Background: an optimization exercise with open tools, aiming at small area, a short achievable clock period and few clock cycles per item. Do not read the settings as production practice.
Function was checked by simulation only, so behaviour that the tests miss may differ from the original.

--- design/flow/design.v ---
module fp_round_pack (
    input  wire              sign,
    input  wire signed [11:0] e,
    input  wire [23:0]       m,
    input  wire              g,
    input  wire              s,
    output reg  [31:0]       result
);
    wire        sub  = (e <= 12'sd0);
    wire [11:0] shw  = 12'd1 - e;
    wire [4:0]  sh   = !sub ? 5'd0 : ((shw > 12'd25) ? 5'd25 : shw[4:0]);
    wire [24:0] v    = {m, g};
    wire [24:0] vs   = v >> sh;
    wire        lost = |(v & ~({25{1'b1}} << sh));
    wire [7:0]  ef   = sub ? 8'd0 : e[7:0];
    wire        gg   = vs[0];
    wire        ss   = s | lost;
    wire [30:0] rnd  = {ef, vs[23:1]} + {30'd0, gg & (ss | vs[1])};
    always @* begin
        if (!sub && e >= 12'sd255)
            result = {sign, 8'hFF, 23'd0};
        else
            result = {sign, rnd};
    end
endmodule
module fp_i2f (
    input  wire [30:0] mag,
    input  wire [4:0]  lz,
    output wire [23:0] m,
    output wire [4:0]  e
);
    wire [30:0] mn  = mag << lz;
    wire [24:0] r   = {1'b0, mn[30:7]} + {24'd0, mn[6] & ((|mn[5:0]) | mn[7])};
    assign m    = r[24] ? 24'h800000 : r[23:0];
    assign e    = (5'd30 - lz) + {4'd0, r[24]};
endmodule
module fp_mul (
    input  wire [24:0] acc,
    input  wire [23:0] a,
    input  wire [7:0]  b,
    output wire [32:0] s
);
    assign s = {8'd0, acc} + a * b;
endmodule
module fp_add (
    input  wire [31:0] a,
    input  wire [31:0] b,
    output reg  [31:0] y
);
    wire a_nan = (&a[30:23]) && (|a[22:0]);
    wire b_nan = (&b[30:23]) && (|b[22:0]);
    wire a_inf = (&a[30:23]) && !(|a[22:0]);
    wire b_inf = (&b[30:23]) && !(|b[22:0]);
    wire        swap = b[30:0] > a[30:0];
    wire [31:0] l = swap ? b : a;
    wire [31:0] s = swap ? a : b;
    wire [23:0] ml = {|l[30:23], l[22:0]};
    wire [23:0] ms = {|s[30:23], s[22:0]};
    wire [7:0]  xl = (|l[30:23]) ? l[30:23] : 8'd1;
    wire [7:0]  xs = (|s[30:23]) ? s[30:23] : 8'd1;
    wire [7:0]  d  = xl - xs;
    wire        far = (d > 8'd26);
    wire [4:0]  dsh = far ? 5'd27 : d[4:0];
    wire [26:0] sfull = {ms, 3'b000};
    wire [26:0] sx = sfull >> dsh;
    wire [26:0] lostm = ~({27{1'b1}} << dsh);
    wire        lost = |(sfull & lostm);
    wire [26:0] ws = {sx[26:1], sx[0] | lost};
    wire        sub = l[31] ^ s[31];
    wire [27:0] sum = sub ? ({1'b0, ml, 3'b000} - {1'b0, ws}) : ({1'b0, ml, 3'b000} + {1'b0, ws});
    reg  [4:0]  lz;
    integer i;
    always @* begin
        lz = 5'd27;
        for (i = 0; i < 27; i = i + 1)
            if (sum[i]) lz = 5'd26 - i[4:0];
    end
    wire [7:0]  lim = xl - 8'd1;
    wire [7:0]  shl = ({3'd0, lz} > lim) ? lim : {3'd0, lz};
    wire [26:0] mn  = sum[26:0] << shl[4:0];
    wire [7:0]  en  = xl - shl;
    wire [23:0] sig  = sum[27] ? sum[27:4] : mn[26:3];
    wire        grd  = sum[27] ? sum[3] : mn[2];
    wire        stk  = sum[27] ? (|sum[2:0]) : (|mn[1:0]);
    wire [7:0]  ef   = sum[27] ? (xl + 8'd1) : (mn[26] ? en : 8'd0);
    wire [30:0] rnd  = {ef, sig[22:0]} + {30'd0, grd & (stk | sig[0])};
    always @* begin
        if (a_nan || b_nan || (a_inf && b_inf && (a[31] != b[31])))
            y = 32'h7FC00000;
        else if (a_inf)
            y = a;
        else if (b_inf)
            y = b;
        else if (sum == 28'd0)
            y = {a[31] & b[31], 31'd0};
        else if (sum[27] && xl == 8'd254)
            y = {l[31], 8'hFF, 23'd0};
        else
            y = {l[31], rnd};
    end
endmodule
module fp_div #(
    parameter R = 4
) (
    input  wire [24:0]     rem_in,
    input  wire [23:0]     div,
    output reg  [25*R-1:0] rem_k,
    output reg  [R-1:0]    q
);
    integer i;
    reg [24:0] r;
    reg [25:0] df;
    always @* begin
        r = rem_in;
        for (i = 0; i < R; i = i + 1) begin
            df = {1'b0, r} - {2'b00, div};
            q[R-1-i] = !df[25];
            r = (df[25] ? r : df[24:0]) << 1;
            rem_k[25*i +: 25] = r;
        end
    end
endmodule
module iar_stream_codec (
    input  wire        clk,
    input  wire        rst,
    input  wire        cmd_valid,
    output wire        cmd_ready,
    input  wire [31:0] cmd_word,
    input  wire [31:0] cmd_a0,
    input  wire [31:0] cmd_a1,
    input  wire [71:0] cmd_data,
    input  wire [3:0]  cmd_len,
    output reg         rsp_valid,
    output wire [7:0]  rsp_status,
    output reg  [31:0] rsp_r0,
    output wire [31:0] rsp_r1,
    output wire [71:0] rsp_out,
    output wire [3:0]  rsp_len
);
    localparam [3:0] ST_OK             = 4'd0;
    localparam [3:0] ST_CONFIG_ERR     = 4'd1;
    localparam [3:0] ST_MALFORMED      = 4'd3;
    localparam [3:0] ST_ALLOC_ERR      = 4'd4;
    localparam [3:0] ST_ILLEGAL        = 4'd5;
    localparam [3:0] ST_QRANGE_ERR     = 4'd8;
    localparam [3:0] ST_NOT_CONFIGURED = 4'd10;
    localparam [31:0] REF_SEED = 32'h40000000;
    localparam integer R = 4;             
    localparam [2:0] K_NOP = 3'd0, K_RST = 3'd1, K_ZZE = 3'd2, K_ZZD = 3'd3,
                     K_CFG = 3'd4, K_SC  = 3'd5, K_SD  = 3'd6, K_ILL = 3'd7;
    localparam [2:0] F_IDLE = 3'd0, F_EXEC = 3'd1, F_NORM = 3'd2, F_DIV = 3'd3,
                     F_RND  = 3'd4, F_ERR  = 3'd5;
    localparam [2:0] B_IDLE = 3'd0, B_NORM = 3'd1, B_MUL = 3'd2, B_ADD = 3'd3,
                     B_RSP  = 3'd4, B_CFGW = 3'd5;
    localparam [1:0] J_RSP = 2'd0, J_SC = 2'd1, J_SD = 2'd2, J_CFG = 2'd3;
    reg [2:0] f_state;
    reg [2:0] b_state;
    reg [2:0]  k_kind;
    reg [1:0]  k_ch;       
    reg [71:0] k_data;     
    reg [3:0]  k_len;
    reg [23:0] dm;         
    reg [24:0] rem;        
    reg signed [10:0] xq;  
    reg signed [9:0] dxa;  
    reg        qsg;        
    reg        dz;         
    reg        first;      
    reg        b1;         
    reg [1:0]  nl;         
    reg [2:0]  cnt;        
    reg [31:0] fq;         
    reg [3:0]  e_st;       
    reg        j_v;
    reg [1:0]  j_kind;
    reg [1:0]  j_ch;
    reg [3:0]  j_st;
    reg [31:0] j_x;        
    reg [1:0]  b_kind;
    reg [1:0]  b_ch;
    reg [3:0]  b_st;
    reg [31:0] bx;         
    reg [23:0] ma;         
    reg signed [9:0] xa;   
    reg [23:0] qfm;        
    reg [4:0]  qfe;        
    reg [1:0]  ci;         
    reg        msg;        
    reg [24:0] acc;        
    reg        st;         
    reg [31:0] pr;         
    reg        ch_cfg [0:3];
    reg [30:0] ch_t   [0:3];
    reg [31:0] ch_ref [0:3];
    reg [3:0]  rsp_st;
    reg [1:0]  rmode;
    reg [31:0] rx;
    integer i;
    wire [7:0] in_op = cmd_word[7:0];
    wire [3:0] in_ch = cmd_word[11:8];
    wire       in_hi = |cmd_word[31:12];
    wire       in_multi = (in_op == 8'h70) || (in_op == 8'h71) || (in_op == 8'h80) || (in_op == 8'h81);
    wire       in_ctl   = (in_op == 8'h00) || (in_op == 8'h01) || (in_op == 8'h40) || (in_op == 8'h41);
    wire       in_legal = !in_hi && ((in_multi && in_ch[3:1] == 3'd0) || (in_ctl && in_ch == 4'd0));
    reg  [2:0] in_kind;
    always @* begin
        case (in_op)
            8'h00: in_kind = K_NOP;
            8'h01: in_kind = K_RST;
            8'h40: in_kind = K_ZZE;
            8'h41: in_kind = K_ZZD;
            8'h70, 8'h80: in_kind = K_CFG;
            8'h71: in_kind = K_SC;
            8'h81: in_kind = K_SD;
            default: in_kind = K_ILL;
        endcase
        if (!in_legal) in_kind = K_ILL;
    end
    wire in_cfg = (in_op == 8'h70) || (in_op == 8'h80);
    wire [31:0] k_a   = k_data[31:0];
    wire        c_cfg = ch_cfg[k_ch];
    wire [30:0] c_t   = ch_t[k_ch];
    wire [31:0] f_ref = ch_ref[k_ch];
    wire [31:0] b_ref = ch_ref[b_ch];
    wire [30:0] j_t   = ch_t[j_ch];
    wire        jt_sub = !(|j_t[30:23]);
    wire        t_sub = !(|c_t[30:23]);
    wire [23:0] t_m   = {!t_sub, c_t[22:0]};
    wire signed [9:0] t_x = t_sub ? -10'sd126 : ({2'd0, c_t[30:23]} - 10'sd127);
    wire [31:0] zz_enc = {k_a[30:0], 1'b0} ^ {32{k_a[31]}};
    wire [31:0] zz_dec = {1'b0, k_a[31:1]} ^ {32{k_a[0]}};
    wire        be_add = (b_state == B_ADD);
    wire [31:0] add_a = be_add ? b_ref : k_a;
    wire [31:0] add_b = be_add ? pr : {~f_ref[31], f_ref[30:0]};
    wire [31:0] add_y;
    fp_add u_add (.a(add_a), .b(add_b), .y(add_y));
    wire        d_sub = !(|add_y[30:23]);
    wire        d_nan_inf = &add_y[30:23];
    wire        d_zero = (add_y[30:0] == 31'd0);
    reg  [71:0] fbits;
    reg  [4:0]  dn;
    reg         dfound;
    always @* begin
        for (i = 0; i < 72; i = i + 1)
            fbits[i] = k_data[i] && (k_len > i / 8);
        dn = 5'd0;
        dfound = 1'b0;
        for (i = 35; i >= 4; i = i - 1)
            if (fbits[i]) begin
                dfound = 1'b1;
                dn = i - 4;
            end
    end
    wire [66:0] fsh  = fbits[71:5] >> dn;
    reg  [31:0] dlow;
    always @* begin
        for (i = 0; i < 32; i = i + 1)
            dlow[i] = (i < 31) && fsh[i] && (i < dn);
    end
    wire [31:0] dx   = dlow | (32'd1 << dn);
    wire [3:0]  sd_st = !c_cfg ? ST_NOT_CONFIGURED :
                        (k_len > 4'd9) ? ST_ALLOC_ERR :
                        !dfound ? ST_MALFORMED : ST_OK;
    wire signed [10:0] xd   = first ? (xq - {dxa[9], dxa}) : xq;    
    wire        full = (xd >= 11'sd23);                
    wire signed [10:0] dtot = full ? 11'sd28 : (xd + 11'sd2);    
    wire [2:0]  ncyc = dtot[4:2] + {2'd0, |dtot[1:0]};
    wire [1:0]  nl_f = dtot[1:0] - 2'd1;
    wire [1:0]  nl_c = first ? nl_f : nl;
    wire        dlast = first ? (ncyc == 3'd1) : (cnt == 3'd1);
    wire [25*R-1:0] div_rk;
    wire [R-1:0]    div_q;
    fp_div #(.R(R)) u_div (.rem_in(rem), .div(dm), .rem_k(div_rk), .q(div_q));
    reg  [24:0] div_rem;
    reg  [31:0] div_fq;
    always @* begin
        div_rem = div_rk[25*(R-1) +: 25];
        div_fq  = {fq[31-R:0], div_q};
        if (dlast) begin
            case (nl_c)
                2'd0: begin div_rem = div_rk[0 +: 25];  div_fq = {fq[30:0], div_q[3]};   end
                2'd1: begin div_rem = div_rk[25 +: 25]; div_fq = {fq[29:0], div_q[3:2]}; end
                2'd2: begin div_rem = div_rk[50 +: 25]; div_fq = {fq[28:0], div_q[3:1]}; end
                default: ;
            endcase
        end
    end
    wire        qtop = fq[27];
    wire [23:0] xm   = qtop ? fq[27:4] : fq[26:3];
    wire        xg   = qtop ? fq[3] : fq[2];
    wire        xs   = (qtop ? (|fq[2:0]) : (|fq[1:0])) | (rem != 25'd0);
    wire [24:0] xr   = {1'b0, xm} + {24'd0, xg & (xs | xm[0])};
    wire signed [11:0] xe = {xq[10], xq} - {11'd0, !qtop} + {11'd0, xr[24]};
    wire [23:0] xm2  = xr[24] ? 24'h800000 : xr[23:0];
    wire        kovf = !dz && full && (xe >= 12'sd31);
    wire [24:0] xh   = {1'b0, xm2} + 25'd1;
    wire [30:0] kful = (xe == 12'sd22) ? {7'd0, xh[24:1]} : ({7'd0, xm2} << xe[2:0] + 3'd1);
    wire [4:0]  es   = 5'd22 - xq[4:0] + {4'd0, !b1};   
    wire [25:0] gap  = {dm, 1'b0} - {1'b0, rem};        
    wire [23:0] tol  = dm >> es;
    wire        kup  = fq[0] || (gap < {2'b0, tol}) || (gap == {2'b0, tol} && es != 5'd0);
    wire [31:0] kear = {1'b0, fq[31:1]} + {31'd0, kup};
    wire [30:0] kmag = (dz || xq < -11'sd2) ? 31'd0 : (full ? kful : kear[30:0]);
    wire        kneg = qsg && (kmag != 31'd0);
    wire [30:0] i2f_mag = j_x[31:1];                   
    reg  [4:0]  klz;
    always @* begin
        klz = 5'd0;
        for (i = 0; i < 31; i = i + 1)
            if (i2f_mag[i]) klz = 5'd30 - i;
    end
    wire        i2f_z = (i2f_mag == 31'd0);
    wire [23:0] i2f_m;
    wire [4:0]  i2f_e;
    fp_i2f u_i2f (.mag(i2f_mag), .lz(klz), .m(i2f_m), .e(i2f_e));
    wire [1:0]  i2f_ci = (i2f_m[15:0] == 16'd0) ? 2'd2 : ((i2f_m[7:0] == 8'd0) ? 2'd1 : 2'd0);
    wire        b_cfg = (b_kind == J_CFG);
    reg  [7:0]  mdig;
    always @* begin
        case (ci)
            2'd0: mdig = qfm[7:0];
            2'd1: mdig = qfm[15:8];
            default: mdig = qfm[23:16];
        endcase
    end
    wire [32:0] ms;
    fp_mul u_mul (.acc(acc), .a(ma), .b(mdig), .s(ms));
    wire        mlast = (ci == 2'd2);
    wire signed [11:0] me = {{2{xa[9]}}, xa} + (b_cfg ? -12'sd1 : {7'd0, qfe}) + 12'sd127 + {11'd0, ms[31]};
    wire [23:0] mm  = ms[31] ? ms[31:8] : ms[30:7];
    wire        mg  = ms[31] ? ms[7] : ms[6];
    wire        mst = st | (ms[31] ? (|ms[6:0]) : (|ms[5:0]));
    wire [31:0] mul_y;
    fp_round_pack u_pack (.sign(!b_cfg && msg), .e(me), .m(mm), .g(mg), .s(mst), .result(mul_y));
    wire md_ok  = !k_a[31] && (k_a[30:23] != 8'hFF) && (k_a[30:0] != 31'd0);
    wire cfg_ok = (pr[30:0] != 31'd0) && (pr[30:23] < 8'hFE);
    wire [30:0] t_new = (pr[30:23] == 8'd0) ? {pr[29:0], 1'b0}
                                            : {pr[30:23] + 8'd1, pr[22:0]};
    reg [4:0] en;
    always @* begin
        en = 5'd0;
        for (i = 0; i < 32; i = i + 1)
            if (rx[i]) en = i;
    end
    reg  [31:0] elow;
    always @* begin
        for (i = 0; i < 32; i = i + 1)
            elow[i] = rx[i] && (i < en);
    end
    wire [71:0] frame = {35'd0, elow, 1'b1, 4'd0} << en;
    wire [6:0]  efb   = 7'd5 + {1'b0, en, 1'b0};
    wire [6:0]  efb7  = efb + 7'd7;
    assign rsp_status = {4'd0, rsp_st};
    assign rsp_r1  = (rmode != 2'd0) ? {25'd0, efb} : 32'd0;
    assign rsp_out = rmode[1] ? frame : 72'd0;
    assign rsp_len = rmode[1] ? efb7[6:3] : 4'd0;
    wire be_free = (b_state == B_IDLE) || (b_state == B_ADD) || (b_state == B_RSP);
    wire be_take = j_v && be_free;
    wire j_free  = !j_v || be_take;
    wire cfg_pend = ((b_state != B_IDLE) && b_cfg) || (j_v && j_kind == J_CFG);
    wire fe_final = (f_state == F_EXEC && k_kind != K_SC) || (f_state == F_RND) ||
                    (f_state == F_ERR);
    wire fe_hand  = fe_final &&
                    ((k_kind == K_RST) ? (b_state == B_IDLE && !j_v) :
                     (k_kind == K_SD)  ? (j_free && !cfg_pend) : j_free);
    wire sc_wait  = be_add || cfg_pend ||
                    ((b_state != B_IDLE) && (b_kind == J_SC) && (b_ch == k_ch)) ||
                    (j_v && (j_kind == J_SC) && (j_ch == k_ch));
    assign cmd_ready = (f_state == F_IDLE) || fe_hand;
    wire accept = cmd_valid && cmd_ready;
    reg        h_rsp;      
    reg [3:0]  h_st;
    reg [31:0] h_r0;
    always @* begin
        h_rsp = 1'b1;
        h_st  = ST_OK;
        h_r0  = 32'd0;
        case (f_state)
            F_EXEC: begin
                case (k_kind)
                    K_ZZE: h_r0 = zz_enc;
                    K_ZZD: h_r0 = zz_dec;
                    K_ILL: h_st = ST_ILLEGAL;
                    K_CFG: h_rsp = 1'b0;
                    K_SD: begin
                        h_st  = sd_st;
                        h_rsp = (sd_st != ST_OK);
                    end
                    default: ;
                endcase
            end
            F_RND: if (kovf) h_st = ST_QRANGE_ERR; else h_rsp = 1'b0;
            default: h_st = e_st;
        endcase
    end
    integer j;
    always @(posedge clk) begin
        rsp_valid <= 1'b0;
        if (accept) begin
            k_kind <= in_kind;
            k_ch   <= {in_op[7], in_ch[0]};
            k_data <= {cmd_data[71:32], in_cfg ? cmd_a1 : ((in_op == 8'h81) ? cmd_data[31:0] : cmd_a0)};
            k_len  <= cmd_len;
        end
        if (rst) begin
            f_state <= F_IDLE;
            b_state <= B_IDLE;
            j_v     <= 1'b0;
            for (j = 0; j < 4; j = j + 1) begin
                ch_cfg[j] <= 1'b0;
                ch_ref[j] <= REF_SEED;
            end
        end else begin
            case (b_state)
                B_RSP: begin
                    rsp_valid <= 1'b1;
                    rsp_st    <= b_st;
                    rsp_r0    <= bx;
                    rmode     <= 2'd0;
                    b_state   <= B_IDLE;
                end
                B_NORM: begin
                    ma <= ma << 1;
                    xa <= xa - 10'sd1;
                    if (ma[22]) b_state <= B_MUL;
                end
                B_MUL: begin
                    acc <= ms[32:8];
                    st  <= st | (|ms[7:0]);
                    ci  <= ci + 2'd1;
                    pr  <= mul_y;
                    if (mlast) b_state <= b_cfg ? B_CFGW : B_ADD;
                end
                B_CFGW: begin
                    b_state   <= B_IDLE;
                    rsp_valid <= 1'b1;
                    rsp_st    <= cfg_ok ? ST_OK : ST_CONFIG_ERR;
                    rsp_r0    <= cfg_ok ? pr : 32'd0;
                    rmode     <= 2'd0;
                    if (cfg_ok) begin
                        ch_cfg[b_ch] <= 1'b1;
                        ch_t[b_ch]   <= t_new;
                        ch_ref[b_ch] <= REF_SEED;
                    end
                end
                B_ADD: begin
                    ch_ref[b_ch] <= add_y;
                    rsp_valid <= 1'b1;
                    rsp_st    <= ST_OK;
                    rsp_r0    <= add_y;
                    rmode     <= (b_kind == J_SC) ? 2'd2 : 2'd1;
                    rx        <= bx;
                    b_state   <= B_IDLE;
                end
                default: ;
            endcase
            case (f_state)
                F_EXEC: begin
                    if (k_kind == K_SC) begin
                        if (!sc_wait) begin
                            dm    <= t_m;
                            rem   <= {1'b0, !d_sub, add_y[22:0]};
                            xq    <= d_sub ? -11'sd126 : ({3'd0, add_y[30:23]} - 11'sd127);
                            dxa   <= t_x;
                            qsg   <= add_y[31];
                            dz    <= d_zero;
                            fq    <= 32'd0;
                            first <= 1'b1;
                            if (!c_cfg) begin
                                e_st    <= ST_NOT_CONFIGURED;
                                f_state <= F_ERR;
                            end else if (d_nan_inf) begin
                                e_st    <= ST_QRANGE_ERR;
                                f_state <= F_ERR;
                            end else if (d_zero) f_state <= F_RND;
                            else if (t_sub || d_sub) f_state <= F_NORM;
                            else f_state <= F_DIV;
                        end
                    end
                end
                F_NORM: begin
                    if (!dm[23]) begin
                        dm  <= dm << 1;
                        dxa <= dxa - 10'sd1;
                    end
                    if (!rem[23]) begin
                        rem <= rem << 1;
                        xq  <= xq - 11'sd1;
                    end
                    if ((dm[23] || dm[22]) && (rem[23] || rem[22]))
                        f_state <= F_DIV;
                end
                F_DIV: begin
                    first <= 1'b0;
                    xq    <= xd;
                    if (first && xd <= -11'sd2) begin
                        f_state <= F_RND;
                    end else begin
                        if (first) begin
                            b1 <= div_q[R-1];
                            nl <= nl_f;
                        end
                        rem <= div_rem;
                        fq  <= div_fq;
                        cnt <= first ? (ncyc - 3'd1) : (cnt - 3'd1);
                        if (dlast) f_state <= F_RND;
                    end
                end
                default: ;
            endcase
            if (be_take) begin
                j_v     <= 1'b0;
                b_kind  <= j_kind;
                b_ch    <= j_ch;
                b_st    <= j_st;
                bx      <= j_x;
                acc     <= 25'd0;
                st      <= 1'b0;
                pr      <= 32'd0;
                ci      <= i2f_ci;
                qfm     <= i2f_m;
                qfe     <= i2f_e;
                msg     <= !j_x[0];
                ma      <= {!jt_sub, j_t[22:0]};
                xa      <= jt_sub ? -10'sd126 : ({2'd0, j_t[30:23]} - 10'sd127);
                case (j_kind)
                    J_RSP: b_state <= B_RSP;
                    J_CFG: begin
                        ma      <= {|j_x[30:23], j_x[22:0]};
                        xa      <= (|j_x[30:23]) ? ({2'd0, j_x[30:23]} - 10'sd127) : -10'sd126;
                        qfm     <= 24'hFFBE77;
                        ci      <= 2'd0;
                        b_state <= (|j_x[30:23]) ? B_MUL : B_NORM;
                    end
                    default: b_state <= i2f_z ? B_ADD : (jt_sub ? B_NORM : B_MUL);
                endcase
            end
            if (fe_hand) begin
                f_state <= F_IDLE;
                j_v     <= 1'b1;
                j_ch    <= k_ch;
                j_st    <= h_st;
                j_x     <= h_r0;
                if (h_rsp) begin
                    j_kind <= J_RSP;
                    if (k_kind == K_RST && f_state == F_EXEC) begin
                        for (j = 0; j < 4; j = j + 1) begin
                            ch_cfg[j] <= 1'b0;
                            ch_ref[j] <= REF_SEED;
                        end
                    end
                end else if (k_kind == K_CFG) begin
                    j_x     <= k_a;
                    if (!md_ok) begin
                        j_kind <= J_RSP;
                        j_st   <= ST_CONFIG_ERR;
                        j_x    <= 32'd0;
                    end else
                        j_kind <= J_CFG;
                end else begin
                    j_kind <= (k_kind == K_SC) ? J_SC : J_SD;
                    j_x    <= (k_kind == K_SC) ? {kmag, !kneg} : dx;
                end
            end
            if (accept) f_state <= F_EXEC;
        end
    end
endmodule
--- design/flow/run.sh ---
#!/bin/bash
# synth_recipe.tcl (not shown) runs the flow's synth.tcl, then flattens the netlist and writes it again
# the make line also repeats each setting of config.mk as NAME=value (left out here)
make -C /OpenROAD-flow-scripts/flow DESIGN_CONFIG=/design/flow/config.mk WORK_HOME=/design/flow/orfs CLKGATE_MAP_FILE= SYNTH_SCRIPT=/design/flow/synth_recipe.tcl finish
--- design/flow/config.mk ---
export PLATFORM = sky130hd
export DESIGN_NAME = iar_stream_codec
export DESIGN_NICKNAME = iar_stream_codec
export VERILOG_FILES = /design/flow/design.v
export SDC_FILE = /design/flow/constraint.sdc
export NUM_CORES = 4
export LEC_CHECK = 0
export ABC_AREA = 1
export CAP_MARGIN = 20
export CORE_MARGIN = 2
export CORE_UTILIZATION = 30
export PLACE_DENSITY = 0.4
export SLEW_MARGIN = 20
--- design/flow/constraint.sdc ---
create_clock -name core_clock -period 40.0 [get_ports {clk}]
set_input_delay 8.0000 -clock core_clock [delete_from_list [all_inputs] [get_ports {clk}]]
set_output_delay 8.0000 -clock core_clock [all_outputs]
set_load 0.01 [all_outputs]
==> qor.txt, run 1 <==
STA
------------------------------------------------------------------------------------
Number of pins with negative max-slew slack in the final report .......            0
Max Fclk ..............................................................   0.0430 GHz
Worst hold margin .....................................................     0.417 ns
Final cycle utilization of the critical path ..........................        58.1%
Worst-margin pin slew .................................................      1.28 ns
Skew final ............................................................    0.0963 ns
Slew Limit Headroom ...................................................        14.3%
Endpoints failing setup ...............................................            0
Setup repair after global routing missed its margin ...................        false
Final critical path time including I/O delays and setup ...............     23.25 ns
Fin Setup TNS .........................................................         0 ns
Endpoints failing hold ................................................            0

FINISH
------------------------------------------------------------------------------------
Net total in the final layout .........................................        12100
Fraction of layout cells with a size suffix above 1 ...................        4.72%
Area growth from synthesis to layout ..................................        12.0%

DRT
------------------------------------------------------------------------------------
Total wire length after detailed routing ..............................       356 mm
Detailed Route Iter0 Violations .......................................         8423
DRC violation count after routing .....................................            0
Number of vias per cell ...............................................         5.38
Average routed wire per standard cell .................................      24.1 µm
Pre-antenna DRT Iters .................................................            8
Vias post-DR ..........................................................        79600
Antenna violation net count after detailed routing ....................            0

CRITICAL PATH
------------------------------------------------------------------------------------
Critical path's slowest cell ..........................................      o31ai_1
Largest delay contributor family on the critical path ................. simple AND/OR/NAND/NOR gates
Highest cell delay on the worst timing path ...........................      1.04 ns
Crit Path Category .................................................... flop to flop
Cell occurring most often along the worst timing path .................      nand2_1
Element type at the critical path end .................................         flop
Critical Path Start Type ..............................................         flop
Largest fanout on the critical path ...................................           69
Worst setup path end .................................................. xq[2]$_DFFE_PP_
Data arrival, critical path ...........................................     23.62 ns
Count of buffer and inverter cells on the critical path ...............           15
Number of cell instances on the worst register-to-register path .......          101
Register-to-Register Setup Slack ......................................     16.75 ns
Reg-to-Reg End ........................................................ xq[2]$_DFFE_PP_
Worst EP required .....................................................     40.38 ns
Depth of the critical timing path with buffers and inverters included .          101

CLOCKING
------------------------------------------------------------------------------------
Worst-case clock buffer depth .........................................            3
Clock latency at the later pin of the worst-skew pair .................      0.80 ns
Clock Pin Slew Worst Setup and Hold Paths .............................      0.06 ns
Cts repair resizes ....................................................            0
Number of buffers inserted during clock tree synthesis ................           93
Cts-stage hold buffer count ...........................................            0
Sinks on Clock Net ....................................................          732
CTS HTree Levels ......................................................            3
# Post-CTS Setup Buffers ..............................................            0
Root buffer cell ......................................................    clkbuf_16
TritonCTS clock tree ..................................................          yes

LOGIC SYNTHESIS
------------------------------------------------------------------------------------
Most area-hungry cell type in the Yosys netlist .......................     edfxtp_1
EDFF count, synth .....................................................          714
Top-area cell type share of the netlist area ..........................        27.7%
Post-synth top flop ...................................................     edfxtp_1
Register bit count reported by yosys ..................................          732
Largest cells by area after synthesis ................................. edfxtp_1, nand2_1, o21ai_0
Share of flip-flops with an asynchronous set or reset .................           0%
Most numerous cell types in the synthesized netlist ................... nand2_1, inv_1, o21ai_0
Number of instances in the synthesized netlist ........................        11300
Synth Area per Inst ...................................................     6.85 µm²
Warnings, synthesis ...................................................            4
Cell area after synthesis .............................................    77400 µm²
Synth cell types ......................................................           93
Sequential-to-total area share from yosys stat ........................        28.2%
Most numerous cell in the Yosys netlist ...............................      nand2_1

GLOBAL ROUTE
------------------------------------------------------------------------------------
Via count of the first global-routing pass ............................        74700
Overall overflow remaining after global route .........................            0
GR Util All Layers ....................................................        26.2%
Number of antenna violations at the first check in global routing .....           25
Global-route wire length before repair ................................       515 mm
Maximum number of pins on one net before global-route repair ..........           72

PLACEMENT
------------------------------------------------------------------------------------
Final GP Congestion ...................................................        0.958
Detail Placement HPWL .................................................       281 mm
Count of port buffers added during placement ..........................          281

DIE
------------------------------------------------------------------------------------
FP Rows ...............................................................          186
Core footprint ........................................................   257000 µm²
Top-Level Pins ........................................................          325
Y dimension of the die ................................................       512 µm
Initial Utilization ...................................................        30.2%
Full die area .........................................................   262000 µm²
Die Span X ............................................................       512 µm

FLOW RUN
------------------------------------------------------------------------------------
Max-cap check violation count .........................................            0

MIN PATH
------------------------------------------------------------------------------------
Worst hold path class ................................................. flop to flop

RUN STATUS
------------------------------------------------------------------------------------
Result of the run ..................................................... finished clean

per-stage QoR:
stage / cell area, µm² / utilization, % / cells / setup WS [ns]
3_3_place_gp: 83400 / 32.5 / 14600 / 17.36
4_1_cts: 86600 / 33.7 / 14800 / 17.16
6_report: 86700 / 33.8 / 14800 / 16.75
5_1_grt: 86600 / 33.7 / 14800 / 14.88
3_5_place_dp: 83400 / 32.5 / 14600 / 17.23
2_1_floorplan: 77500 / - / 11300 / 24.57
flip-flops by register name (all words and copies together) (netlist names), 4 cells and up, named ones only:
name	flops
j_st	4
qfe	5
rsp_st	4
acc	25
ch_t	124
dm	24
xq	11
j_x	32
rem	25
k_data	67
rx	32
ch_cfg	4
fq	32
k_len	4
dxa	10
bx	32
xa	10
rsp_r0	32
ma	24
b_st	4
ch_ref	128
qfm	24
pr	32
how the worst min path moves through the flow:
stage	start	to	slack, ns	cells after the start
finish	j_st[3]$_DFFE_PP_	b_st[3]$_DFFE_PP_	0.42	0
global placement	j_st[3]$_DFFE_PP_	b_st[3]$_DFFE_PP_	0.41	0
CTS	j_st[3]$_DFFE_PP_	b_st[3]$_DFFE_PP_	0.42	0
global route	j_st[3]$_DFFE_PP_	b_st[3]$_DFFE_PP_	0.43	0
floorplan	j_st[0]$_DFFE_PP_	b_st[0]$_DFFE_PP_	0.40	0
detailed placement	j_st[3]$_DFFE_PP_	b_st[3]$_DFFE_PP_	0.40	0
routing by layer:
| layer | vias to the layer above | track usage (%) | part of all wire, % |
|---|---|---|---|
| li1 | 38200 | - | - |
| met1 | 38100 | 36.2 | 45 |
| met2 | 2790 | 41.6 | 45 |
| met3 | 435 | 3.79 | 6.7 |
| met4 | 12 | 8.53 | 3.4 |
| met5 | - | 0 | 0.026 |
cell type report:
| type | instances | area (µm²) |
|---|---|---|
| multi-input combinational | 8592 | 47900 |
| inverter | 1461 | 5490 |
| clock buffer | 107 | 2380 |
| fill | 28000 | 170000 |
| antenna | 12 | 30.0 |
| sequential | 732 | 21800 |
| tap | 3384 | 4230 |
| clock inverter | 66 | 846 |
| timing repair buffer | 440 | 4010 |
cells by family (layout without fill, tap and decap cells):
| group | Yosys count | after routing | share of synthesized area [%] |
|---|---|---|---|
| AOI/OAI and AO/OA | 2793 | 2793 | 20.6 |
| xor gates and xnor gates | 304 | 304 | 3.49 |
| adders and majority gates | 565 | 565 | 10.5 |
| buffers and inverters | 2017 | 2074 | 10.4 |
| DFF | 732 | 732 | 28.2 |
| muxes | 32 | 32 | 0.414 |
| other | 2 | 51 | 0.00970 |
| and+or+nand+nor | 4859 | 4859 | 26.4 |
placed cells by master, fill, tap and decap left out, types with 20 or more instances in the layout:
cell type and count:
fa_1 142, a211oi_1 27, inv_1 1407, buf_4 159, a22oi_1 20, o22ai_1 137
o31ai_1 37, nand4_1 138, conb_1 39, clkbuf_16 93, or2_2 39, nor2_2 28
o21ai_0 1356, nor2_1 1153, ha_1 423, a221o_1 26, nor3_1 133, a32oi_1 43
clkinv_2 21, nor4_1 67, nand2_1 2521, o21ai_1 39, nand3_1 637, edfxtp_1 714
o211ai_1 89, inv_2 24, xnor2_1 72, xor2_1 227, a21oi_1 663, o21bai_1 39
clkdlybuf4s50_1 281, mux2i_1 32, o221ai_1 83, clkinv_1 42, a31oi_1 82, nand2_2 42
Testbench counts, summed over its fixed seeds: cycles 9,570, items 3,872.
==> inputs of run 2 (changes only) <==
--- a/design/flow/design.v
+++ b/design/flow/design.v
@@ -150,10 +150,11 @@
                      K_CFG = 3'd4, K_SC  = 3'd5, K_SD  = 3'd6, K_ILL = 3'd7;
     localparam [2:0] F_IDLE = 3'd0, F_EXEC = 3'd1, F_NORM = 3'd2, F_DIV = 3'd3,
-                     F_RND  = 3'd4, F_ERR  = 3'd5;
-    localparam [2:0] B_IDLE = 3'd0, B_NORM = 3'd1, B_MUL = 3'd2, B_ADD = 3'd3,
-                     B_RSP  = 3'd4, B_CFGW = 3'd5;
+                     F_ERR  = 3'd5;
+    localparam [1:0] B_IDLE = 2'd0, B_NORM = 2'd1, B_MUL = 2'd2, B_PASS = 2'd3;
+    localparam [1:0] A_IDLE = 2'd0, A_ADD = 2'd1, A_RSP = 2'd2, A_CFGW = 2'd3;
     localparam [1:0] J_RSP = 2'd0, J_SC = 2'd1, J_SD = 2'd2, J_CFG = 2'd3;
     reg [2:0] f_state;
-    reg [2:0] b_state;
+    reg [1:0] b_state;
+    reg [1:0] a_state;
     reg [2:0]  k_kind;
     reg [1:0]  k_ch;       
@@ -177,4 +178,10 @@
     reg [3:0]  j_st;
     reg [31:0] j_x;        
+    reg [24:0] j_rem;      
+    reg signed [10:0] j_d;  
+    reg        j_b1;
+    reg        j_qsg;
+    reg        j_dz;
+    reg [23:0] j_dm;       
     reg [1:0]  b_kind;
     reg [1:0]  b_ch;
@@ -189,4 +196,8 @@
     reg [24:0] acc;        
     reg        st;         
+    reg [1:0]  a_kind;
+    reg [1:0]  a_ch;
+    reg [3:0]  a_st;
+    reg [31:0] a_x;
     reg [31:0] pr;         
     reg        ch_cfg [0:3];
@@ -222,5 +233,5 @@
     wire [30:0] c_t   = ch_t[k_ch];
     wire [31:0] f_ref = ch_ref[k_ch];
-    wire [31:0] b_ref = ch_ref[b_ch];
+    wire [31:0] a_ref = ch_ref[a_ch];
     wire [30:0] j_t   = ch_t[j_ch];
     wire        jt_sub = !(|j_t[30:23]);
@@ -230,6 +241,7 @@
     wire [31:0] zz_enc = {k_a[30:0], 1'b0} ^ {32{k_a[31]}};
     wire [31:0] zz_dec = {1'b0, k_a[31:1]} ^ {32{k_a[0]}};
-    wire        be_add = (b_state == B_ADD);
-    wire [31:0] add_a = be_add ? b_ref : k_a;
+    wire        fe_add;
+    wire        be_add = (a_state == A_ADD) && !fe_add;
+    wire [31:0] add_a = be_add ? a_ref : k_a;
     wire [31:0] add_b = be_add ? pr : {~f_ref[31], f_ref[30:0]};
     wire [31:0] add_y;
@@ -286,22 +298,25 @@
         end
     end
-    wire        qtop = fq[27];
-    wire [23:0] xm   = qtop ? fq[27:4] : fq[26:3];
-    wire        xg   = qtop ? fq[3] : fq[2];
-    wire        xs   = (qtop ? (|fq[2:0]) : (|fq[1:0])) | (rem != 25'd0);
+    wire        jfull = (j_d >= 11'sd23);
+    wire        qtop = j_x[27];
+    wire [23:0] xm   = qtop ? j_x[27:4] : j_x[26:3];
+    wire        xg   = qtop ? j_x[3] : j_x[2];
+    wire        xs   = (qtop ? (|j_x[2:0]) : (|j_x[1:0])) | (j_rem != 25'd0);
     wire [24:0] xr   = {1'b0, xm} + {24'd0, xg & (xs | xm[0])};
-    wire signed [11:0] xe = {xq[10], xq} - {11'd0, !qtop} + {11'd0, xr[24]};
+    wire signed [11:0] xe = {j_d[10], j_d} - {11'd0, !qtop} + {11'd0, xr[24]};
     wire [23:0] xm2  = xr[24] ? 24'h800000 : xr[23:0];
-    wire        kovf = !dz && full && (xe >= 12'sd31);
+    wire        kovf = !j_dz && jfull && (xe >= 12'sd31);
     wire [24:0] xh   = {1'b0, xm2} + 25'd1;
     wire [30:0] kful = (xe == 12'sd22) ? {7'd0, xh[24:1]} : ({7'd0, xm2} << xe[2:0] + 3'd1);
-    wire [4:0]  es   = 5'd22 - xq[4:0] + {4'd0, !b1};   
-    wire [25:0] gap  = {dm, 1'b0} - {1'b0, rem};        
-    wire [23:0] tol  = dm >> es;
-    wire        kup  = fq[0] || (gap < {2'b0, tol}) || (gap == {2'b0, tol} && es != 5'd0);
-    wire [31:0] kear = {1'b0, fq[31:1]} + {31'd0, kup};
-    wire [30:0] kmag = (dz || xq < -11'sd2) ? 31'd0 : (full ? kful : kear[30:0]);
-    wire        kneg = qsg && (kmag != 31'd0);
-    wire [30:0] i2f_mag = j_x[31:1];                   
+    wire [4:0]  es   = 5'd22 - j_d[4:0] + {4'd0, !j_b1};   
+    wire [25:0] gap  = {j_dm, 1'b0} - {1'b0, j_rem};        
+    wire [23:0] tol  = j_dm >> es;
+    wire        kup  = j_x[0] || (gap < {2'b0, tol}) || (gap == {2'b0, tol} && es != 5'd0);
+    wire [31:0] kear = {1'b0, j_x[31:1]} + {31'd0, kup};
+    wire [30:0] kmag = (j_dz || j_d < -11'sd2) ? 31'd0 : (jfull ? kful : kear[30:0]);
+    wire        kneg = j_qsg && (kmag != 31'd0);
+    wire        j_sc    = (j_kind == J_SC);
+    wire [31:0] j_sym   = j_sc ? {kmag, !kneg} : j_x;  
+    wire [30:0] i2f_mag = j_sym[31:1];                 
     reg  [4:0]  klz;
     always @* begin
@@ -355,16 +370,21 @@
     assign rsp_out = rmode[1] ? frame : 72'd0;
     assign rsp_len = rmode[1] ? efb7[6:3] : 4'd0;
-    wire be_free = (b_state == B_IDLE) || (b_state == B_ADD) || (b_state == B_RSP);
-    wire be_take = j_v && be_free;
+    wire ba_free = (a_state == A_IDLE) || be_add || (a_state == A_RSP);
+    wire bm_move = ((b_state == B_PASS) || (b_state == B_MUL && mlast)) && ba_free;
+    wire be_take = j_v && ((b_state == B_IDLE) || bm_move);
     wire j_free  = !j_v || be_take;
-    wire cfg_pend = ((b_state != B_IDLE) && b_cfg) || (j_v && j_kind == J_CFG);
-    wire fe_final = (f_state == F_EXEC && k_kind != K_SC) || (f_state == F_RND) ||
-                    (f_state == F_ERR);
+    wire cfg_pend = ((b_state != B_IDLE) && b_cfg) || (j_v && j_kind == J_CFG) ||
+                    (a_state == A_CFGW);
+    wire div_skip = first && (dz || xd <= -11'sd2);    
+    wire fe_final = (f_state == F_EXEC && k_kind != K_SC) || (f_state == F_ERR) ||
+                    (f_state == F_DIV && (dlast || div_skip));
     wire fe_hand  = fe_final &&
-                    ((k_kind == K_RST) ? (b_state == B_IDLE && !j_v) :
+                    ((k_kind == K_RST) ? (b_state == B_IDLE && a_state == A_IDLE && !j_v) :
                      (k_kind == K_SD)  ? (j_free && !cfg_pend) : j_free);
-    wire sc_wait  = be_add || cfg_pend ||
+    wire sc_wait  = cfg_pend ||
                     ((b_state != B_IDLE) && (b_kind == J_SC) && (b_ch == k_ch)) ||
+                    ((a_state != A_IDLE) && (a_kind == J_SC) && (a_ch == k_ch)) ||
                     (j_v && (j_kind == J_SC) && (j_ch == k_ch));
+    assign fe_add    = (f_state == F_EXEC) && (k_kind == K_SC) && !sc_wait;
     assign cmd_ready = (f_state == F_IDLE) || fe_hand;
     wire accept = cmd_valid && cmd_ready;
@@ -390,5 +410,5 @@
                 endcase
             end
-            F_RND: if (kovf) h_st = ST_QRANGE_ERR; else h_rsp = 1'b0;
+            F_DIV: h_rsp = 1'b0;
             default: h_st = e_st;
         endcase
@@ -406,4 +426,5 @@
             f_state <= F_IDLE;
             b_state <= B_IDLE;
+            a_state <= A_IDLE;
             j_v     <= 1'b0;
             for (j = 0; j < 4; j = j + 1) begin
@@ -412,26 +433,14 @@
             end
         end else begin
-            case (b_state)
-                B_RSP: begin
+            case (a_state)
+                A_RSP: begin
                     rsp_valid <= 1'b1;
-                    rsp_st    <= b_st;
-                    rsp_r0    <= bx;
+                    rsp_st    <= a_st;
+                    rsp_r0    <= a_x;
                     rmode     <= 2'd0;
-                    b_state   <= B_IDLE;
-                end
-                B_NORM: begin
-                    ma <= ma << 1;
-                    xa <= xa - 10'sd1;
-                    if (ma[22]) b_state <= B_MUL;
+                    a_state   <= A_IDLE;
                 end
-                B_MUL: begin
-                    acc <= ms[32:8];
-                    st  <= st | (|ms[7:0]);
-                    ci  <= ci + 2'd1;
-                    pr  <= mul_y;
-                    if (mlast) b_state <= b_cfg ? B_CFGW : B_ADD;
-                end
-                B_CFGW: begin
-                    b_state   <= B_IDLE;
+                A_CFGW: begin
+                    a_state   <= A_IDLE;
                     rsp_valid <= 1'b1;
                     rsp_st    <= cfg_ok ? ST_OK : ST_CONFIG_ERR;
@@ -439,20 +448,44 @@
                     rmode     <= 2'd0;
                     if (cfg_ok) begin
-                        ch_cfg[b_ch] <= 1'b1;
-                        ch_t[b_ch]   <= t_new;
-                        ch_ref[b_ch] <= REF_SEED;
+                        ch_cfg[a_ch] <= 1'b1;
+                        ch_t[a_ch]   <= t_new;
+                        ch_ref[a_ch] <= REF_SEED;
                     end
                 end
-                B_ADD: begin
-                    ch_ref[b_ch] <= add_y;
+                A_ADD: if (be_add) begin
+                    ch_ref[a_ch] <= add_y;
                     rsp_valid <= 1'b1;
                     rsp_st    <= ST_OK;
                     rsp_r0    <= add_y;
-                    rmode     <= (b_kind == J_SC) ? 2'd2 : 2'd1;
-                    rx        <= bx;
-                    b_state   <= B_IDLE;
+                    rmode     <= (a_kind == J_SC) ? 2'd2 : 2'd1;
+                    rx        <= a_x;
+                    a_state   <= A_IDLE;
+                end
+                default: ;
+            endcase
+            case (b_state)
+                B_NORM: begin
+                    ma <= ma << 1;
+                    xa <= xa - 10'sd1;
+                    if (ma[22]) b_state <= B_MUL;
+                end
+                B_MUL: begin
+                    if (!mlast) begin
+                        acc <= ms[32:8];
+                        st  <= st | (|ms[7:0]);
+                        ci  <= ci + 2'd1;
+                    end
                 end
                 default: ;
             endcase
+            if (bm_move) begin
+                b_state <= B_IDLE;
+                a_kind  <= b_kind;
+                a_ch    <= b_ch;
+                a_st    <= b_st;
+                a_x     <= bx;
+                pr      <= (b_state == B_MUL) ? mul_y : 32'd0;
+                a_state <= (b_kind == J_RSP) ? A_RSP : ((b_kind == J_CFG) ? A_CFGW : A_ADD);
+            end
             case (f_state)
                 F_EXEC: begin
@@ -473,5 +506,5 @@
                                 e_st    <= ST_QRANGE_ERR;
                                 f_state <= F_ERR;
-                            end else if (d_zero) f_state <= F_RND;
+                            end else if (d_zero) f_state <= F_DIV;
                             else if (t_sub || d_sub) f_state <= F_NORM;
                             else f_state <= F_DIV;
@@ -492,9 +525,7 @@
                 end
                 F_DIV: begin
-                    first <= 1'b0;
-                    xq    <= xd;
-                    if (first && xd <= -11'sd2) begin
-                        f_state <= F_RND;
-                    end else begin
+                    if (!(fe_final && !fe_hand)) begin
+                        first <= 1'b0;
+                        xq    <= xd;
                         if (first) begin
                             b1 <= div_q[R-1];
@@ -504,5 +535,4 @@
                         fq  <= div_fq;
                         cnt <= first ? (ncyc - 3'd1) : (cnt - 3'd1);
-                        if (dlast) f_state <= F_RND;
                     end
                 end
@@ -514,16 +544,15 @@
                 b_ch    <= j_ch;
                 b_st    <= j_st;
-                bx      <= j_x;
+                bx      <= j_sym;
                 acc     <= 25'd0;
                 st      <= 1'b0;
-                pr      <= 32'd0;
                 ci      <= i2f_ci;
                 qfm     <= i2f_m;
                 qfe     <= i2f_e;
-                msg     <= !j_x[0];
+                msg     <= !j_sym[0];
                 ma      <= {!jt_sub, j_t[22:0]};
                 xa      <= jt_sub ? -10'sd126 : ({2'd0, j_t[30:23]} - 10'sd127);
                 case (j_kind)
-                    J_RSP: b_state <= B_RSP;
+                    J_RSP: b_state <= B_PASS;
                     J_CFG: begin
                         ma      <= {|j_x[30:23], j_x[22:0]};
@@ -533,5 +562,13 @@
                         b_state <= (|j_x[30:23]) ? B_MUL : B_NORM;
                     end
-                    default: b_state <= i2f_z ? B_ADD : (jt_sub ? B_NORM : B_MUL);
+                    default: begin
+                        b_state <= i2f_z ? B_PASS : (jt_sub ? B_NORM : B_MUL);
+                        if (j_sc && kovf) begin
+                            b_kind  <= J_RSP;
+                            b_st    <= ST_QRANGE_ERR;
+                            bx      <= 32'd0;
+                            b_state <= B_PASS;
+                        end
+                    end
                 endcase
             end
@@ -558,7 +595,16 @@
                     end else
                         j_kind <= J_CFG;
+                end else if (k_kind == K_SC) begin
+                    j_kind <= J_SC;
+                    j_x    <= div_skip ? fq : div_fq;
+                    j_rem  <= div_skip ? rem : div_rem;
+                    j_d    <= xd;
+                    j_b1   <= first ? div_q[R-1] : b1;
+                    j_qsg  <= qsg;
+                    j_dz   <= dz;
+                    j_dm   <= dm;
                 end else begin
-                    j_kind <= (k_kind == K_SC) ? J_SC : J_SD;
-                    j_x    <= (k_kind == K_SC) ? {kmag, !kneg} : dx;
+                    j_kind <= J_SD;
+                    j_x    <= dx;
                 end
             end
==> run 2 against run 1 <==
Core utilization up 0.21 points. Register-to-register slack better by 0.11 ns.
==> qor.txt, run 2 <==
PLACEMENT
----------------------------------------------------------------------------------
Dpl ws ..............................................................     17.07 ns   -0.154 ns
Count of port buffers added during placement ........................          281   unchanged
Placed cell areas ...................................................    88100 µm²   +5.7%
Post-placement cell count ...........................................        15200   +4.3%
Detail Placement HPWL ...............................................       288 mm   +2.4%
Final GP Congestion .................................................        0.926   -3.3%

FINISH
----------------------------------------------------------------------------------
Fraction of layout cells with a size suffix above 1 .................        5.17%   +0.45 points
Flip-flop count of the largest register, all copies and words added .          128   unchanged
Most used cells in the layout excluding fill and tap cells .......... nand2_1, inv_1, o21ai_0
Final Cell Area .....................................................    92000 µm²   +6.1%
Register with the most flip-flops ...................................       ch_ref
Number of cells in the finished layout apart from fillers ...........        15500   +4.5%
Final Util ..........................................................        34.0%   +0.21 points
Area growth from synthesis to layout ................................        12.6%
Largest registers ................................................... ch_ref: 128 flops, ch_t: 124 flops, k_data: 67 flops
Most common cell after layout, fill and taps aside ..................      nand2_1
Net total in the final layout .......................................        12500   +3.8%

LOGIC SYNTHESIS
----------------------------------------------------------------------------------
Most numerous cell in the Yosys netlist .............................      nand2_1
Register bit count reported by yosys ................................          836   +14%
Number of instances in the synthesized netlist ......................        11800   +4.0%
Cell area after synthesis ...........................................    81700 µm²   +5.6%
Most numerous cell types in the synthesized netlist ................. nand2_1, inv_1, o21ai_0
Most area-hungry cell type in the Yosys netlist .....................     edfxtp_1
Largest cells by area after synthesis ............................... edfxtp_1, nand2_1, o21ai_0
Synth cell types ....................................................           88   -5.4%
Synth Area per Inst .................................................     6.95 µm²   +1.5%
EDFF count, synth ...................................................          817   +14%
Share of flip-flops with an asynchronous set or reset ...............           0%   unchanged
Post-synth top flop .................................................     edfxtp_1
Top-area cell type share of the netlist area ........................        30.0%   +2.3 points
Warnings, synthesis .................................................            4   unchanged
Sequential-to-total area share from yosys stat ......................        30.5%   +2.3 points

CLOCKING
----------------------------------------------------------------------------------
Cts-stage hold buffer count .........................................            0   unchanged
Clock Pin Slew Worst Setup and Hold Paths ...........................      0.06 ns   about the same
# Post-CTS Setup Buffers ............................................            0   unchanged
Root buffer cell ....................................................    clkbuf_16
Worst-case clock buffer depth .......................................            4   +1
Cts repair resizes ..................................................            0   unchanged
CTS HTree Levels ....................................................            3   unchanged
Sinks on Clock Net ..................................................          836   +14%
Number of buffers inserted during clock tree synthesis ..............          111   +19%
Clock latency at the later pin of the worst-skew pair ...............      0.88 ns   +0.08 ns
TritonCTS clock tree ................................................          yes

STA
----------------------------------------------------------------------------------
Fin worst setup slack ...............................................     16.86 ns   +0.108 ns
Final cycle utilization of the critical path ........................        57.8%   -0.27 points
Slew Limit Headroom .................................................        10.1%   -4.1 points
Worst hold margin ...................................................     0.401 ns   -0.0163 ns
Setup repair after global routing missed its margin .................        false
Max Fclk ............................................................   0.0432 GHz   +0.47%
Skew final ..........................................................    0.0926 ns   -0.00364 ns
Endpoints failing hold ..............................................            0   unchanged
Final critical path time including I/O delays and setup .............     23.14 ns   -0.108 ns
Worst-margin pin slew ...............................................      1.33 ns   +0.0587 ns
Endpoints failing setup .............................................            0   unchanged
Fin Setup TNS .......................................................         0 ns   unchanged
Number of pins with negative max-slew slack in the final report .....            0   unchanged

DIE
----------------------------------------------------------------------------------
Die Span X ..........................................................       526 µm   +2.7%
Core footprint ......................................................   271000 µm²   +5.5%
FP Rows .............................................................          191   +2.7%
Y dimension of the die ..............................................       526 µm   +2.7%
Top-Level Pins ......................................................          325   unchanged
Initial Utilization .................................................        30.2%   about the same
Full die area .......................................................   277000 µm²   +5.5%

CRITICAL PATH
----------------------------------------------------------------------------------
Crit Path Category .................................................. flop to flop
Highest cell delay on the worst timing path .........................      0.94 ns   -0.10 ns
Critical path's slowest cell ........................................      o21ai_0
Largest fanout on the critical path .................................           71   +2.9%
Cell occurring most often along the worst timing path ...............      nand2_1
Worst setup path end ................................................ xq[1]$_DFFE_PP_
Reg-to-reg critical path startpoint ................................. k_kind[2]$_SDFFCE_PN1P_
Number of cell instances on the worst register-to-register path .....          106   +5.0%
Element type at the critical path end ...............................         flop
Critical Path Start Type ............................................         flop
Worst EP required ...................................................     40.56 ns   +0.18 ns
Reg-to-Reg End ...................................................... xq[1]$_DFFE_PP_
Beginning of the critical path ...................................... k_kind[2]$_SDFFCE_PN1P_
Data arrival, critical path .........................................     23.70 ns   +0.08 ns
Register-to-Register Setup Slack ....................................     16.86 ns   +0.11 ns

RUN STATUS
----------------------------------------------------------------------------------
Result of the run ................................................... finished clean

MIN PATH
----------------------------------------------------------------------------------
Worst hold path class ............................................... flop to flop

GLOBAL ROUTE
----------------------------------------------------------------------------------
GR Util All Layers ..................................................        25.6%   -0.57 points
Via count of the first global-routing pass ..........................        77200   +3.4%
Overall overflow remaining after global route .......................            0   unchanged
Number of antenna violations at the first check in global routing ...           17   -32%
Global-route wire length before repair ..............................       532 mm   +3.3%
Maximum number of pins on one net before global-route repair ........           88   +22%

DRT
----------------------------------------------------------------------------------
Average routed wire per standard cell ...............................      23.7 µm   -1.5%
Pre-antenna DRT Iters ...............................................            6   -2
Vias post-DR ........................................................        81900   +2.9%
Detailed Route Iter0 Violations .....................................         7300   -13%
Total wire length after detailed routing ............................       367 mm   +2.9%
Number of vias per cell .............................................         5.30   -1.6%
Antenna violation net count after detailed routing ..................            0   unchanged
DRC violation count after routing ...................................            0   unchanged

FLOW RUN
----------------------------------------------------------------------------------
Max-cap check violation count .......................................            0   unchanged

==> run 2: metal layers <==
metal	wire length (µm)	vias to the layer above	track usage [%]
met5	13	-	0
met4	16000	2	9.78
met3	19500	419	2.93
met2	165000	2472	41.1
met1	167000	39300	35.1
li1	-	39700	-
==> run 2: layout make-up <==
cell class,instances,area [µm²]
clock inverter,62,666
clock buffer,139,3040
timing repair buffer,445,4100
fill,29300,179000
antenna,18,45.0
multi-input combinational,8871,49000
sequential,836,24900
inverter,1519,5710
tap,3570,4470
==> run 2: how the worst min path moves through the flow <==
stage / end / depth (start not counted) / slack (ns) / startpoint
4_1_cts: a_x[0]$_DFFE_PP_ / 0 / 0.41 / bx[0]$_DFFE_PP_
5_1_grt: a_x[0]$_DFFE_PP_ / 0 / 0.42 / bx[0]$_DFFE_PP_
6_report: a_x[0]$_DFFE_PP_ / 0 / 0.40 / bx[0]$_DFFE_PP_
2_1_floorplan: a_st[0]$_DFFE_PP_ / 0 / 0.40 / b_st[0]$_DFFE_PP_
3_5_place_dp: a_x[2]$_DFFE_PP_ / 0 / 0.41 / bx[2]$_DFFE_PP_
3_3_place_gp: a_x[26]$_DFFE_PP_ / 0 / 0.41 / bx[26]$_DFFE_PP_
==> run 2: cell families (layout without fill, tap and decap cells) <==
group / count (synthesis) / after routing / synth area share, %
simple gates: 5123 / 5123 / 26.4
xor+xnor: 309 / 309 / 3.36
other cells: 2 / 58 / 0.00919
compound gates: 2790 / 2790 / 19.3
fa+ha+maj: 562 / 562 / 9.91
mux: 47 / 47 / 0.576
flops: 836 / 836 / 30.5
buf+inv: 2084 / 2165 / 9.98
==> run 2: critical path: cells and delay by family (launching register included) <==
family / cells / cell delay (ns)
and+or+nand+nor: 59 / 10.97
AOI/OAI and AO/OA: 23 / 5.51
buffers and inverters: 16 / 2.76
adders and majority gates: 7 / 2.35
DFF: 1 / 0.58
xor gates and xnor gates: 1 / 0.52
Testbench counts of run 2, summed over its fixed seeds: cycles 6,502, items 3,872.
==> inputs of run 3 (changes only) <==
==> design/flow/flow/run.sh (new file) <==
#!/bin/bash
# The standard layout (the standard.sh: standard synthesis, floorplan,
# placement, CTS, routing, finish), with timing repair asked to leave this
# much setup slack at the design's clock period, so that it also works on
# paths that already meet the clock. Its full output goes to standard.log.
set -e
export SETUP_SLACK_MARGIN=20
bash standard.sh > standard.log 2>&1
==> design/flow/standard.sh (new file) <==
#!/bin/bash
# synth_recipe.tcl (not shown) runs the flow's synth.tcl, then flattens the netlist and writes it again
# the make line also repeats each setting of config.mk as NAME=value (left out here)
make -C /OpenROAD-flow-scripts/flow DESIGN_CONFIG=/design/flow/config.mk WORK_HOME=/design/flow/orfs CLKGATE_MAP_FILE= SYNTH_SCRIPT=/design/flow/synth_recipe.tcl "${@:-finish}"
removed: design/flow/run.sh
==> run 3 against run 2 <==
Highest routed layer unchanged. First-iteration DRC count increased by 4.1%. Final area increased by 0.72%. Critical path type unchanged. Core utilization increased by 0.25 points. Fmax increased by 23%.
==> qor.txt, run 3 <==
FINISH
----------------------------------------------------------------------------------
Final Cell Area .....................................................    92600 µm²   +0.72%
Most common cell after layout, fill and taps aside ..................      nand2_1
Number of cells in the finished layout apart from fillers ...........        15500   +0.22%
Flip-flop count of the largest register, all copies and words added .          128   unchanged
Final Util ..........................................................        34.2%   +0.25 points
Area growth from synthesis to layout ................................        13.4%
Fraction of layout cells with a size suffix above 1 .................        5.70%   +0.52 points
Total of fill cells in the finished design ..........................        29200   -0.16%
Largest registers ................................................... ch_ref: 128 flops, ch_t: 124 flops, k_data: 67 flops
Net total in the final layout .......................................        12600   +0.24%
Register with the most flip-flops ...................................       ch_ref
Most used cells in the layout excluding fill and tap cells .......... nand2_1, inv_1, o21ai_0

CRITICAL PATH
----------------------------------------------------------------------------------
Critical Path Start Type ............................................         flop
Reg-to-reg critical path startpoint ................................. b_kind[0]$_DFFE_PP_
Highest cell delay on the worst timing path .........................      0.66 ns   -0.28 ns
Count of buffer and inverter cells on the critical path .............           13   -3
Critical path's slowest cell ........................................         fa_2
Number of cell instances on the worst register-to-register path .....          107   +0.94%
Crit Path Category .................................................. flop to flop
Element type at the critical path end ...............................         flop
Data arrival, critical path .........................................     19.36 ns   -4.34 ns
Register-to-Register Setup Slack ....................................     21.17 ns   +4.31 ns
Reg-to-Reg End ...................................................... xq[7]$_DFFE_PP_
Largest fanout on the critical path .................................           50   -30%
Cell occurring most often along the worst timing path ...............      nand2_1
Worst EP required ...................................................     40.53 ns   -0.03 ns
Largest delay contributor family on the critical path ............... simple AND/OR/NAND/NOR gates

LOGIC SYNTHESIS
----------------------------------------------------------------------------------
Synthesized-area fraction occupied by and/or/nand/nor cells .........        26.4%   unchanged
Most numerous cell in the Yosys netlist .............................      nand2_1
Share of flip-flops with an asynchronous set or reset ...............           0%   unchanged
Largest cells by area after synthesis ............................... edfxtp_1, nand2_1, o21ai_0
Cell area after synthesis ...........................................    81700 µm²   unchanged
Warnings, synthesis .................................................            4   unchanged
Dominant combinational cell family by area after synthesis .......... simple AND/OR/NAND/NOR gates
Synth Area per Inst .................................................     6.95 µm²   unchanged
Portion of netlist area occupied by mux cells .......................       0.576%   unchanged
Synth cell types ....................................................           88   unchanged
EDFF count, synth ...................................................          817   unchanged
Register bit count reported by yosys ................................          836   unchanged
Post-synth top flop .................................................     edfxtp_1
Adder-cell share of the synthesized area ............................        9.91%   unchanged
Sequential-to-total area share from yosys stat ......................        30.5%   unchanged
Most area-hungry cell type in the Yosys netlist .....................     edfxtp_1
Number of instances in the synthesized netlist ......................        11800   unchanged
Most numerous cell types in the synthesized netlist ................. nand2_1, inv_1, o21ai_0
Top-area cell type share of the netlist area ........................        30.0%   unchanged
Synth Area in XOR/XNOR ..............................................        3.36%   unchanged
Compound-cell area share of the yosys netlist .......................        19.3%   unchanged

DIE
----------------------------------------------------------------------------------
Initial Utilization .................................................        30.2%   unchanged
Y dimension of the die ..............................................       526 µm   unchanged
Top-Level Pins ......................................................          325   unchanged
FP Rows .............................................................          191   unchanged
Core footprint ......................................................   271000 µm²   unchanged
Die Span X ..........................................................       526 µm   unchanged
Full die area .......................................................   277000 µm²   unchanged

GLOBAL ROUTE
----------------------------------------------------------------------------------
Via count of the first global-routing pass ..........................        77400   +0.27%
Number of antenna violations at the first check in global routing ...           17   unchanged
Overall overflow remaining after global route .......................            0   unchanged
Maximum number of pins on one net before global-route repair ........           88   unchanged
Global-route wire length before repair ..............................       534 mm   +0.39%
GR Util All Layers ..................................................        25.7%   +0.11 points

CLOCKING
----------------------------------------------------------------------------------
TritonCTS clock tree ................................................          yes
Cts-stage hold buffer count .........................................            0   unchanged
Clock latency at the later pin of the worst-skew pair ...............      0.88 ns   about the same
Number of buffers inserted during clock tree synthesis ..............          111   unchanged
Clock Pin Slew Worst Setup and Hold Paths ...........................      0.06 ns   about the same
CTS HTree Levels ....................................................            3   unchanged
Worst-case clock buffer depth .......................................            4   unchanged
Sinks on Clock Net ..................................................          836   unchanged
Root buffer cell ....................................................    clkbuf_16

MIN PATH
----------------------------------------------------------------------------------
Endpoint of the worst hold path ..................................... a_x[0]$_DFFE_PP_
Worst hold path stage count .........................................            0   unchanged
Startpoint of the worst hold path ................................... bx[0]$_DFFE_PP_
Worst hold path class ............................................... flop to flop

STA
----------------------------------------------------------------------------------
Max Fclk ............................................................   0.0531 GHz   +23%
Fin worst setup slack ...............................................     21.17 ns   +4.31 ns
Number of pins with negative max-slew slack in the final report .....            0   unchanged
Final cycle utilization of the critical path ........................        47.1%   -11 points
Slew Limit Headroom .................................................        10.7%   +0.56 points
Endpoints failing setup .............................................            0   unchanged
Skew final ..........................................................    0.0938 ns   +0.00120 ns
Final critical path time including I/O delays and setup .............     18.83 ns   -4.31 ns
Fin Setup TNS .......................................................         0 ns   unchanged
Endpoints failing hold ..............................................            0   unchanged
Worst-margin pin slew ...............................................      1.33 ns   -0.00826 ns
Worst hold margin ...................................................     0.401 ns   +0.000406 ns
Setup repair after global routing missed its margin .................        false

PLACEMENT
----------------------------------------------------------------------------------
Placed cell areas ...................................................    88100 µm²   unchanged
Post-placement cell count ...........................................        15200   unchanged
Detail Placement HPWL ...............................................       288 mm   unchanged
Dpl ws ..............................................................     17.07 ns   unchanged
Final GP Congestion .................................................        0.926   unchanged
Count of port buffers added during placement ........................          281   unchanged

DRT
----------------------------------------------------------------------------------
DRC violation count after routing ...................................            0   unchanged
Routed wire length on met2 ..........................................       165 mm   +0.46%
Wire length on met3 .................................................      19.8 mm   +1.9%
Uppermost layer routed ..............................................         met5
Number of vias per cell .............................................         5.32   +0.34%
Pre-antenna DRT Iters ...............................................            8   +2
Vias post-DR ........................................................        82400   +0.56%
Detailed Route Iter0 Violations .....................................         7601   +4.1%
Average routed wire per standard cell ...............................      23.9 µm   +0.52%
Total wire length after detailed routing ............................       370 mm   +0.74%
Routed length on met1 ...............................................       168 mm   +0.40%
Antenna violation net count after detailed routing ..................            0   unchanged

FLOW RUN
----------------------------------------------------------------------------------
Max-cap check violation count .......................................            0   unchanged

RUN STATUS
----------------------------------------------------------------------------------
Result of the run ................................................... finished clean

## run 3: routing by layer
layer	up-vias	GRT usage [%]
li1	39800	-
met1	39500	35.2
met2	2591	41.1
met3	437	2.94
met4	4	10.3
met5	-	0
## run 3: worst max path at each step
stage               slack, ns           endpoint  cells past startpoint               startpoint
floorplan               23.88    xq[1]$_DFFE_PP_                    114      b_kind[0]$_DFFE_PP_
global placement        17.16    xq[1]$_DFFE_PP_                    106  k_kind[2]$_SDFFCE_PN1P_
detailed placement      17.07    xq[1]$_DFFE_PP_                    106  k_kind[2]$_SDFFCE_PN1P_
CTS                     20.02    xq[1]$_DFFE_PP_                    109      b_kind[0]$_DFFE_PP_
global route            19.92  rem[23]$_DFFE_PP_                    112      b_kind[1]$_DFFE_PP_
finish                  21.17    xq[7]$_DFFE_PP_                    107      b_kind[0]$_DFFE_PP_
## run 3: logic make-up after synthesis
| kind of cell | count (synthesis) |
|---|---|
| simple gates | 5123 |
| compound gates | 2790 |
| buf+inv | 2084 |
| flops | 836 |
| fa+ha+maj | 562 |
| xor+xnor | 309 |
| mux | 47 |
| other cells | 2 |
## run 3: layout make-up
type	instances	area [µm²]	share of cell area (%)
repair buffers	467	4380	4.73
clock inverters	62	666	0.719
multi-input cells	8879	49400	53.3
well taps	3570	4470	4.82
flip-flops and latches	836	24900	26.9
clock buffers	139	3040	3.28
inverters	1519	5750	6.21
diodes	22	55.1	0.0594
## run 3: timing repair
item | 4_1_cts | 5_1_grt
cloned | 5 | 3
pin swaps | 9 | 8
buffers inserted | 5 | 17
setup endpoints to repair | 195 | 183
resized for setup | 24 | 78
hold endpoints to repair | 0 | 0

-- static timing again, ports no longer ideal --
No port has a modelled driver above. Below, the same layouts with a new extraction and two added sets of constraints.
Step 1 assumes that a clkbuf_16 drives the clock port and a buf_2 every other input.
Step 2, shift: input delay + t, output delay - t, t = (earliest + latest rising clock arrival at the registers) / 2. This alone moves slack from input paths to output paths.
Three values: ideal ports, drivers, drivers and shift; two values: the first two.
run	shift t [ns]	setup slack, ns	worst data-port slew with drivers (ns)
run 1	0.855	16.754 / 16.754 / 16.754	0.07
run 2	0.935	16.862 / 16.862 / 16.862	0.06
run 3	0.934	21.168 / 21.168 / 21.168	0.06
After both steps every run listed still meets setup and hold.
